Source: an optimization exercise on an open RTL-to-GDS flow (aim: small area, a short achievable clock period and few clock cycles per item). Production flows keep margins and buffers that such runs may drop. In this exercise RTL edits were held to simulation tests only and were not proved equivalent to the original.

==> run a: inputs <==
## shipovnik_chal
module shipovnik_chal (
    input  wire         clk,
    input  wire         rst,
    input  wire         start,
    input  wire [511:0] hash,
    output reg          busy,
    output reg          done,
    output reg  [437:0] ch
);
    reg [511:0]      x;       
    reg [19:0]   v;       
    reg [4:0] cnt;     
    reg              ld;      
    wire [511:0] xn = ~x;
    wire n1 = x[4] ^ xn[0] ^ 1'b1;
    wire n2 = (x[4] & xn[0]) | (x[4] & 1'b1) | (xn[0] & 1'b1);
    wire n3 = x[10] ^ xn[6] ^ xn[0];
    wire n4 = (x[10] & xn[6]) | (x[10] & xn[0]) | (xn[6] & xn[0]);
    wire n5 = x[11] ^ xn[7] ^ xn[1];
    wire n6 = (x[11] & xn[7]) | (x[11] & xn[1]) | (xn[7] & xn[1]);
    wire n7 = x[12] ^ xn[8] ^ xn[2];
    wire n8 = (x[12] & xn[8]) | (x[12] & xn[2]) | (xn[8] & xn[2]);
    wire n9 = x[13] ^ xn[9] ^ xn[3];
    wire n10 = (x[13] & xn[9]) | (x[13] & xn[3]) | (xn[9] & xn[3]);
    wire n11 = x[14] ^ xn[10] ^ xn[4];
    wire n12 = (x[14] & xn[10]) | (x[14] & xn[4]) | (xn[10] & xn[4]);
    wire n13 = x[15] ^ xn[11] ^ xn[5];
  ...
clock: 32.0 ns
lec_check: 0
cap_margin: 20
core_margin: 2
core_utilization: 55
slew_margin: 20
standard.sh (not shown) runs the stock make flow with config.mk's settings and CLKGATE_MAP_FILE= SYNTH_SCRIPT=/design/flow/synth_recipe.tcl, a recipe that flattens the netlist after the stock synthesis.
==> flow/flow/run.sh <==
#!/bin/bash
# The standard layout (standard.sh), with four changes to how it is made:
#  - ports are buffered with sky130_fd_sc_hd__buf_1 rather than the default cell,
#  - sizing may change a cell's footprint (MATCH_CELL_FOOTPRINT=0),
#  - setup repair aims 24 ns below the 32 ns period, so critical paths get sized,
#  - clock tree synthesis adds no dummy loads and clusters up to 20 sinks within 100 um.
# make's full output goes to make_finish.log here; each step's log is under orfs/logs.
set -euo pipefail
bash standard.sh MATCH_CELL_FOOTPRINT=0 SETUP_SLACK_MARGIN=24 \
  "BUFFER_PORTS_ARGS=-buffer_cell sky130_fd_sc_hd__buf_1" \
  "CTS_ARGS=-sink_clustering_enable -repair_clock_nets -dont_use_dummy_load -sink_clustering_size 20 -sink_clustering_max_diameter 100" \
  finish > make_finish.log 2>&1
==> run b (differences from run a) <==
==> flow/flow/run.sh (replaced) <==
#!/bin/bash
# The standard layout (standard.sh), with four changes to how it is made:
#  - ports are buffered with sky130_fd_sc_hd__buf_1 rather than the default cell,
#  - sizing may change a cell's footprint (MATCH_CELL_FOOTPRINT=0),
#  - setup repair aims 24.2 ns below the 32 ns period, so critical paths get sized,
#  - clock tree synthesis adds no dummy loads.
# make's full output goes to make_finish.log here; each step's log is under orfs/logs.
set -euo pipefail
bash standard.sh MATCH_CELL_FOOTPRINT=0 SETUP_SLACK_MARGIN=24.2 \
  "BUFFER_PORTS_ARGS=-buffer_cell sky130_fd_sc_hd__buf_1" \
  "CTS_ARGS=-sink_clustering_enable -repair_clock_nets -dont_use_dummy_load" \
  finish > make_finish.log 2>&1
CORE_UTILIZATION = 60   (was 55)
==> run c (differences from run a) <==
==> flow/flow/run.sh (replaced) <==
#!/bin/bash
# The standard layout (standard.sh), with three changes to how it is made:
#  - ports are buffered with sky130_fd_sc_hd__buf_1 rather than the default cell,
#  - sizing may change a cell's footprint (MATCH_CELL_FOOTPRINT=0),
#  - setup repair aims 24.4 ns below the 32 ns period, so critical paths get sized.
# make's full output goes to make_finish.log here; each step's log is under orfs/logs.
set -euo pipefail
bash standard.sh MATCH_CELL_FOOTPRINT=0 SETUP_SLACK_MARGIN=24.4 \
  "BUFFER_PORTS_ARGS=-buffer_cell sky130_fd_sc_hd__buf_1" finish > make_finish.log 2>&1
CORE_UTILIZATION = 65   (was 55)
==> metrics.md <==
| Metric | Value |
|---|---|
| Overall routing resource usage | 39.5% |
| Post-layout util | 73.6% |
| Worst path max stage delay | 0.48 ns |
| M3 GR Usage | 9.35% |
| Status | timing/DRC/antenna clean |
Source of the figures above: run c

==> metrics.md <==
| Metric | Value |
|---|---|
| Worst path max stage delay | 0.48 ns |
| Hold path endpoint | busy$_SDFFE_PP0P_ |
| M3 GR Usage | 6.86% |
| First-pass GRT wire length | 424000 microns |
| Reg2reg path depth | 31 |
| Status | timing/DRC/antenna clean |
| Post-layout util | 60.5% |
| Overall routing resource usage | 34.5% |
Source of the figures above: run a

==> metrics.md <==
| Metric | Value |
|---|---|
| Status | timing/DRC/antenna clean |
| Post-route ant nets | 0 |
| Post-layout util | 66.8% |
| CP required | 25.60 ns |
| Overall routing resource usage | 36.4% |
| Clock-pin slew on the worst setup and hold paths | 0.06 ns |
| Finished Layout Cells | 10300 |
| Worst path max stage delay | 0.33 ns |
| M3 GR Usage | 8.90% |
Source of the figures above: run b

Testbench counts of run a, summed over its fixed seeds: cycles 5,376, items 256.
Testbench counts of run b, summed over its fixed seeds: cycles 5,376, items 256.
Testbench counts of run c, summed over its fixed seeds: cycles 5,376, items 256.

## afterwards: timing with drivers on the ports
In the flow no input, the clock included, has a driving cell. The finished layouts below were timed again as built, in two steps.
Step 1 assumes that a clkbuf_16 drives the clock port and a buf_2 every other input.
Step 2, shift: input delay + t, output delay - t, t = (earliest + latest rising clock arrival at the registers) / 2. This alone moves slack from input paths to output paths.
Three values: no drivers, after step 1, after step 2; two values: the first two.
run	t (ns)	slack for setup (ns)	worst setup path at the end	worst data-port slew with drivers (ns)
run a	0.774	24.102 / 24.012 / 24.236	register to register	0.26
run b	0.799	24.246 / 24.156 / 24.434	register to register	0.29
run c	0.841	24.179 / 24.087 / 24.575	input to register	0.22
After both steps every run listed still meets setup and hold.
